This is an optimization exercise on Yosys and OpenROAD, whose aim is small area, a short achievable clock period and few clock cycles, not a production implementation.
RTL that was checked went through simulation tests only; none was proved equivalent to the original.
Power and IR drop assume default switching activity.

orange:
Design frx_rx, start of the top module:
module frx_rx (
    input  wire        clk,
    input  wire        rst,           
    input  wire        in_valid,
    input  wire [7:0]  in_data,
    input  wire        in_last,
    output wire        in_ready,
    output wire        out_valid,
    output wire [7:0]  out_data,
    output wire        out_last,
    input  wire        out_ready,
    output wire [31:0] bytes_read,
    output wire [31:0] bytes_invalid,
    output wire        idle
);
Size: about 3500 cells after synthesis, ~2400 flip-flops, ~89 I/O pins, roughly 57000 um^2 of cells after synthesis.
export LEC_CHECK = 0
export CAP_MARGIN = 20
export CORE_MARGIN = 2
export CORE_UTILIZATION = 40
export SLEW_MARGIN = 20
export SYNTH_MEMORY_MAX_BITS = 16384
create_clock -name core_clock -period 12.0 [get_ports {clk}]
standard.sh (not shown) runs the stock make flow with config.mk's settings and CLKGATE_MAP_FILE= SYNTH_SCRIPT=/design/flow/synth_recipe.tcl, a recipe that flattens the netlist after the stock synthesis.
==> flow/flow/run.sh <==
#!/bin/bash
# The standard layout (the standard.sh: unchanged synthesis, floorplan,
# placement, CTS and routing) with two changes in how it is made:
#  - timing repair is asked to leave more setup slack than the default, so the
#    resizer also works on paths that already meet the clock period;
#  - clock tree synthesis clusters up to 25 sinks within 80 um per leaf buffer
#    and inserts no dummy loads.
set -euo pipefail
export SETUP_SLACK_MARGIN=8.4
export CTS_ARGS="-sink_clustering_enable -repair_clock_nets -dont_use_dummy_load -sink_clustering_size 25 -sink_clustering_max_diameter 80"
bash standard.sh > standard_flow.log 2>&1
orange was carried through to the last stage, and its layout satisfied the timing, DRC and antenna checks.
Testbench counts of orange, summed over its fixed seeds: cycles 98,274.
Setup changes, orange to green
--- a/flow/design.v
+++ b/flow/design.v
@@ -63,33 +63,33 @@
     reg [7:0]  rdat;
     reg        rlast;
     reg        in_rdy;
     reg        mid_chunk;
     wire       in_fire = in_valid & in_rdy;
     assign in_ready = in_rdy;
-    reg [9*WD-1:0] win;
+    reg [10*WD-1:0] win;
     reg [3:0]  wc;
     wire [7:0] wd0  = win[7:0];
     wire       wl0  = win[8];
-    wire       wf0  = (wd0 == HEAD);
-    wire [7:0] wd1  = win[16:9];
-    wire [7:0] wd2  = win[25:18];
-    wire [8:0] wnew = {rlast, rdat};
+    wire       wf0  = win[9];
+    wire [7:0] wd1  = win[17:10];
+    wire [7:0] wd2  = win[27:20];
+    wire [9:0] wnew = {rdat == HEAD, rlast, rdat};
     reg [2:0]  est;
     reg        resync;
     reg [2:0]  guard;
     reg [8:0]  frs;                     
     reg [7:0]  fl;                      
     reg        first;                   
     reg        flz;                     
     reg        fl1;                     
     reg [7:0]  crc;
     reg        em;                      
     reg [7:0]  cstart;
     reg        cand_live;
-    reg        inv_one, inv_fr, rd_fr;   
+    reg [8:0]  inv_add, rd_add;
     reg [9:0]  inv_lo, rd_lo;
     reg [7:0]  inv_h1, inv_h2, rd_h1, rd_h2;
     reg [5:0]  inv_h3, rd_h3;
     reg        inv_c1, inv_c2, inv_c3, rd_c1, rd_c2, rd_c3;
     reg [2047:0] ring;
     reg [7:0]  a;                       
@@ -237,16 +237,14 @@
     wire       fa_n   = rempty_n | ((eff | aW) & xcmp);
     wire [3:0] wc_n   = wc + {3'd0, rv} - {3'd0, pop};
     wire       in_rdy_n = pop ? ((wc + {3'd0, rv}) <= 4'd7) || ((wc + {3'd0, rv}) == 4'd8 && !in_fire)
                               : ((wc + {3'd0, rv}) <= 4'd6) || ((wc + {3'd0, rv}) == 4'd7 && !in_fire);
     wire       quiet  = !mid_chunk & !rv & !act & !fne & !v0 & !v1 &
                         (!wc1 || (est == E_CHK && !wc6)) &
-                        !inv_one & !inv_fr & !rd_fr &
+                        (inv_add == 9'd0) & (rd_add == 9'd0) &
                         !inv_c1 & !inv_c2 & !inv_c3 & !rd_c1 & !rd_c2 & !rd_c3;
-    wire [8:0]  inv_add = inv_fr ? frs : {8'd0, inv_one};
-    wire [8:0]  rd_add  = rd_fr ? frs : 9'd0;
     wire [10:0] inv_sum = add10(inv_lo, {1'b0, inv_add});
     wire [10:0] rd_sum  = add10(rd_lo,  {1'b0, rd_add});
     integer i;
     always @(posedge clk) begin
         ring <= {ring[2039:0], (we ? wd0 : tap)};
         if (rst) begin
@@ -255,15 +253,14 @@
             mid_chunk <= 1'b0;
             wc        <= 4'd0;
             est       <= E_CHK;
             resync    <= 1'b0;
             guard     <= 3'd0;
             cand_live <= 1'b0;
-            inv_one   <= 1'b0;
-            inv_fr    <= 1'b0;
-            rd_fr     <= 1'b0;
+            inv_add   <= 9'd0;
+            rd_add    <= 9'd0;
             inv_lo    <= 10'd0;
             rd_lo     <= 10'd0;
             inv_h1    <= 8'd0;
             inv_h2    <= 8'd0;
             inv_h3    <= 6'd0;
             rd_h1     <= 8'd0;
@@ -289,25 +286,24 @@
             if (in_fire) mid_chunk <= !in_last;
             in_rdy <= in_rdy_n;
             wc <= wc_n;
             for (i = 0; i < WD; i = i + 1) begin
                 if (pop) begin
                     if (rv && wc == i + 1)
-                        win[9*i +: 9] <= wnew;
+                        win[10*i +: 10] <= wnew;
                     else if (i < WD - 1)
-                        win[9*i +: 9] <= win[9*(i+1) +: 9];
+                        win[10*i +: 10] <= win[10*(i+1) +: 10];
                 end else if (rv && wc == i)
-                    win[9*i +: 9] <= wnew;
+                    win[10*i +: 10] <= wnew;
             end
             est       <= est_n;
             guard     <= guard_n;
             resync    <= resync_n;
             cand_live <= cand_live_n;
-            inv_one <= inc1;
-            inv_fr  <= addf_inv;
-            rd_fr   <= addf_rd;
+            inv_add <= inc1 ? 9'd1 : (addf_inv ? frs : 9'd0);
+            rd_add  <= addf_rd ? frs : 9'd0;
             inv_lo  <= inv_sum[9:0];
             inv_c1  <= inv_sum[10];
             inv_h1  <= inc8(inv_h1, inv_c1);
             inv_c2  <= inv_c1 & (&inv_h1);
             inv_h2  <= inc8(inv_h2, inv_c2);
             inv_c3  <= inv_c2 & (&inv_h2);
Results
green: all stages complete, timing, DRC and antenna checks passed
orange → green: met2 routed wirelength higher; clock-buffer cell count shrank by 0.91%; number of primary I/O pins closely matched the old numbers; fraction of area in clock buffers and inverters did not really move; highest attainable clock frequency went down 1.0%.
Testbench counts of green, summed over its fixed seeds: cycles 98,274.

---

frx_rx with an RTL version that a note above also has.
For scale: roughly 3500 cells after synthesis, about 2400 flip-flops, roughly 89 I/O pins, about 58000 sq um of cells after synthesis.
Settings: LEC_CHECK=0, CAP_MARGIN=20, CORE_MARGIN=2, CORE_UTILIZATION=40, SLEW_MARGIN=20, SYNTH_MEMORY_MAX_BITS=16384; clock period 12.0 ns.
==> flow/flow/run.sh <==
#!/bin/bash
# The standard layout (the standard.sh: unchanged synthesis, floorplan,
# placement, CTS and routing) with two changes in how it is made:
#  - timing repair is asked to leave more setup slack than the default, so the
#    resizer also works on paths that already meet the clock period;
#  - clock tree synthesis clusters up to 25 sinks within 80 um per leaf buffer
#    and inserts no dummy loads.
set -euo pipefail
export SETUP_SLACK_MARGIN=8.0
export CTS_ARGS="-sink_clustering_enable -repair_clock_nets -dont_use_dummy_load -sink_clustering_size 25 -sink_clustering_max_diameter 80"
bash standard.sh > standard_flow.log 2>&1
Testbench counts at the start, summed over its fixed seeds: cycles 98,274.
Next try:
--- a/flow/design.v
+++ b/flow/design.v
@@ -225,25 +225,25 @@
     wire [7:0] a1     = a + 8'd1;
     wire       act_n  = take ? !(act & tlast) : act;
     wire       eqP    = (a1 == P);
     wire       eqH    = (a1 == fq0);
     wire       eqC    = (a1 == cstart);
     wire       fne_n  = fne ? !(take_a && fcnt == 4'd1) || push : push;
     wire       hit_n  = act_n ? (take | eqP) : (fne ? eqH : (push & eqC));
     wire       xcmp   = act_n ? !(take | eqP) :
                         (fne ? !eqH : ((we & first) | !eqC));
     wire       rempty_n = !act_n & !fne_n & !cand_live_n;
     wire       aW     = (a == W);
     wire       eff    = fa | take | rempty;
-    wire       fa_n   = rempty_n | ((eff | aW) & xcmp);
+    wire       fa_n   = rempty_n | (eff ? xcmp : aW);
     wire [3:0] wc_n   = wc + {3'd0, rv} - {3'd0, pop};
     wire       in_rdy_n = pop ? ((wc + {3'd0, rv}) <= 4'd7) || ((wc + {3'd0, rv}) == 4'd8 && !in_fire)
                               : ((wc + {3'd0, rv}) <= 4'd6) || ((wc + {3'd0, rv}) == 4'd7 && !in_fire);
     wire       quiet  = !mid_chunk & !rv & !act & !fne & !v0 & !v1 &
                         (!wc1 || (est == E_CHK && !wc6)) &
                         (inv_add == 9'd0) & (rd_add == 9'd0) &
                         !inv_c1 & !inv_c2 & !inv_c3 & !rd_c1 & !rd_c2 & !rd_c3;
     wire [10:0] inv_sum = add10(inv_lo, {1'b0, inv_add});
     wire [10:0] rd_sum  = add10(rd_lo,  {1'b0, rd_add});
     integer i;
     always @(posedge clk) begin
         ring <= {ring[2039:0], (we ? wd0 : tap)};
Effect:
- register-to-register slack degrades by 160 ps
- setup slack is worse by 110 ps
- cell count increases by 0.31%
- power rose by 11%
- area after synthesis went up by 0.51%
The RTL of the second run of this note was laid out without a check of its function.

---

main:
frx_rx, a different RTL version from the one above (not shown whole).
For scale: roughly 3500 cells after synthesis, about 89 I/O pins, roughly 58000 sq um of cells after synthesis.
export LEC_CHECK = 0
export CAP_MARGIN = 20
export CORE_MARGIN = 2
export CORE_UTILIZATION = 40
export SLEW_MARGIN = 20
export SYNTH_MEMORY_MAX_BITS = 16384
create_clock -name core_clock -period 12.0 [get_ports {clk}]
run.sh (not shown) runs the stock make flow with config.mk's settings and CLKGATE_MAP_FILE= SYNTH_SCRIPT=/design/flow/synth_recipe.tcl, a recipe that flattens the netlist after the stock synthesis.
Stock flow here: none of the scripts above is used.
Input-level comparison between the feature branch and main:
-- flow/design.v --
<<< main, line 50
        end
    endfunction
    function [21:0] inc22(input [21:0] x, input c);
        integer i;
        reg [21:0] t;
        begin
            t[0] = c;
            for (i = 1; i < 22; i = i + 1)
                t[i] = t[i-1] & x[i-1];
            inc22 = x ^ t;
        end
    endfunction
>>> the feature branch, line 50
        end
    endfunction
    function [7:0] inc8(input [7:0] x, input c);
        integer i;
        reg [7:0] t;
        begin
            t[0] = c;
            for (i = 1; i < 8; i = i + 1)
                t[i] = t[i-1] & x[i-1];
            inc8 = x ^ t;
        end
    endfunction
<<< main, line 89
    reg [8:0]  inv_add, rd_add;
    reg [9:0]  inv_lo, rd_lo;
    reg [21:0] inv_hi, rd_hi;
    reg        inv_c, rd_c;
    reg [2047:0] ring;
    reg [7:0]  a;                       
>>> the feature branch, line 89
    reg [8:0]  inv_add, rd_add;
    reg [9:0]  inv_lo, rd_lo;
    reg [7:0]  inv_h1, inv_h2, rd_h1, rd_h2;
    reg [5:0]  inv_h3, rd_h3;
    reg        inv_c1, inv_c2, inv_c3, rd_c1, rd_c2, rd_c3;
    reg [2047:0] ring;
    reg [7:0]  a;                       
<<< main, line 110
    assign out_data      = d0;
    assign out_last      = l0;
    assign bytes_read    = {rd_hi, rd_lo};
    assign bytes_invalid = {inv_hi, inv_lo};
    assign idle          = idle_r;
    wire [7:0] tap  = ring[2047:2040];
>>> the feature branch, line 111
    assign out_data      = d0;
    assign out_last      = l0;
    assign bytes_read    = {rd_h3, rd_h2, rd_h1, rd_lo};
    assign bytes_invalid = {inv_h3, inv_h2, inv_h1, inv_lo};
    assign idle          = idle_r;
    wire [7:0] tap  = ring[2047:2040];
<<< main, line 240
    wire       quiet  = !mid_chunk & !rv & !act & !fne & !v0 & !v1 &
                        (!wc1 || (est == E_CHK && !wc6)) &
                        (inv_add == 9'd0) & (rd_add == 9'd0) & !inv_c & !rd_c;
    wire [10:0] inv_sum = add10(inv_lo, {1'b0, inv_add});
    wire [10:0] rd_sum  = add10(rd_lo,  {1'b0, rd_add});
>>> the feature branch, line 241
    wire       quiet  = !mid_chunk & !rv & !act & !fne & !v0 & !v1 &
                        (!wc1 || (est == E_CHK && !wc6)) &
                        (inv_add == 9'd0) & (rd_add == 9'd0) &
                        !inv_c1 & !inv_c2 & !inv_c3 & !rd_c1 & !rd_c2 & !rd_c3;
    wire [10:0] inv_sum = add10(inv_lo, {1'b0, inv_add});
    wire [10:0] rd_sum  = add10(rd_lo,  {1'b0, rd_add});
<<< main, line 259
            inv_lo    <= 10'd0;
            rd_lo     <= 10'd0;
            inv_hi    <= 22'd0;
            rd_hi     <= 22'd0;
            inv_c     <= 1'b0;
            rd_c      <= 1'b0;
            a         <= 8'd0;
            fa        <= 1'b1;
>>> the feature branch, line 261
            inv_lo    <= 10'd0;
            rd_lo     <= 10'd0;
            inv_h1    <= 8'd0;
            inv_h2    <= 8'd0;
            inv_h3    <= 6'd0;
            rd_h1     <= 8'd0;
            rd_h2     <= 8'd0;
            rd_h3     <= 6'd0;
            inv_c1    <= 1'b0;
            inv_c2    <= 1'b0;
            inv_c3    <= 1'b0;
            rd_c1     <= 1'b0;
            rd_c2     <= 1'b0;
            rd_c3     <= 1'b0;
            a         <= 8'd0;
            fa        <= 1'b1;
<<< main, line 293
            rd_add  <= addf_rd ? frs : 9'd0;
            inv_lo  <= inv_sum[9:0];
            inv_c   <= inv_sum[10];
            inv_hi  <= inc22(inv_hi, inv_c);
            rd_lo   <= rd_sum[9:0];
            rd_c    <= rd_sum[10];
            rd_hi   <= inc22(rd_hi, rd_c);
            a   <= a1;
            fa  <= fa_n;
>>> the feature branch, line 303
            rd_add  <= addf_rd ? frs : 9'd0;
            inv_lo  <= inv_sum[9:0];
            inv_c1  <= inv_sum[10];
            inv_h1  <= inc8(inv_h1, inv_c1);
            inv_c2  <= inv_c1 & (&inv_h1);
            inv_h2  <= inc8(inv_h2, inv_c2);
            inv_c3  <= inv_c2 & (&inv_h2);
            inv_h3  <= inc8({2'b00, inv_h3}, inv_c3);
            rd_lo   <= rd_sum[9:0];
            rd_c1   <= rd_sum[10];
            rd_h1   <= inc8(rd_h1, rd_c1);
            rd_c2   <= rd_c1 & (&rd_h1);
            rd_h2   <= inc8(rd_h2, rd_c2);
            rd_c3   <= rd_c2 & (&rd_h2);
            rd_h3   <= inc8({2'b00, rd_h3}, rd_c3);
            a   <= a1;
            fa  <= fa_n;
Findings:
As of the feature branch, achievable frequency had risen by a little under 10% compared to main.
The feature branch — met2 routed wirelength 1.4% lower, main as reference
Total design power: the feature branch > main
On post-CTS clock slew at the launch and capture registers of the worst setup and hold paths, main and the feature branch are basically level.
On the feature branch: cell internal power dissipation is 1.9% higher than what main gave.
main → the feature branch: average footprint of a synthesized cell went up, total number of nets in the final design lower.
Summary — complex-gate fraction of the synthesized area, the feature branch relative to main: higher, by 0.37 points.
Going from main to the feature branch, average via count per standard cell went up 0.96%; internal reg-to-reg setup slack now larger.
main -> the feature branch: layout buffer count excluding clock buffers increased by a few percent
Slowest stage cell on the critical path: sky130_fd_sc_hd__dfxtp_1 -> main, sky130_fd_sc_hd__clkdlybuf4s50_1 -> the feature branch
Die area | the feature branch > main
Function was not checked in any run of this note: the RTL went through the layout flow alone.

-- port drivers added, routing unchanged --
Ports are ideal in the flow. The routed layouts listed here were re-timed in OpenROAD. Step 1: set_driving_cell puts a clkbuf_16 on clk and a buf_2 on each other input, an assumption about the parent block. Step 2 adds t to the input delays and takes it off the output delays; t is the mean of the earliest and latest rising clock arrival at the registers after step 1. Input paths then give back, and output paths get back, about the clock's delay inside the block. Slacks: ideal ports / drivers / drivers and shift; pairs: ideal ports / drivers.
run | t (ns) | slack for setup (ns) | latest minus earliest clock arrival (ns)
orange | 0.768 | 8.402 / 8.331 / 7.779 | 0.144 / 0.144
green | 0.781 | 8.364 / 8.290 / 7.803 | 0.126 / 0.126
the first run of note 2 | 0.758 | 8.155 / 8.083 / 7.491 | 0.126 / 0.126
the second run of note 2 | 0.770 | 8.040 / 8.034 / 7.381 | 0.135 / 0.136
main | 0.863 | 7.479 / 7.479 / 7.384 | 0.060 / 0.059
the feature branch | 0.840 | 7.779 / 7.715 / 7.636 | 0.068 / 0.068
After both steps every run listed still meets setup and hold. For the first run of note 2, which loses most, drivers alone change the setup slack by -0.072 ns; drivers and shift together by -0.664 ns.
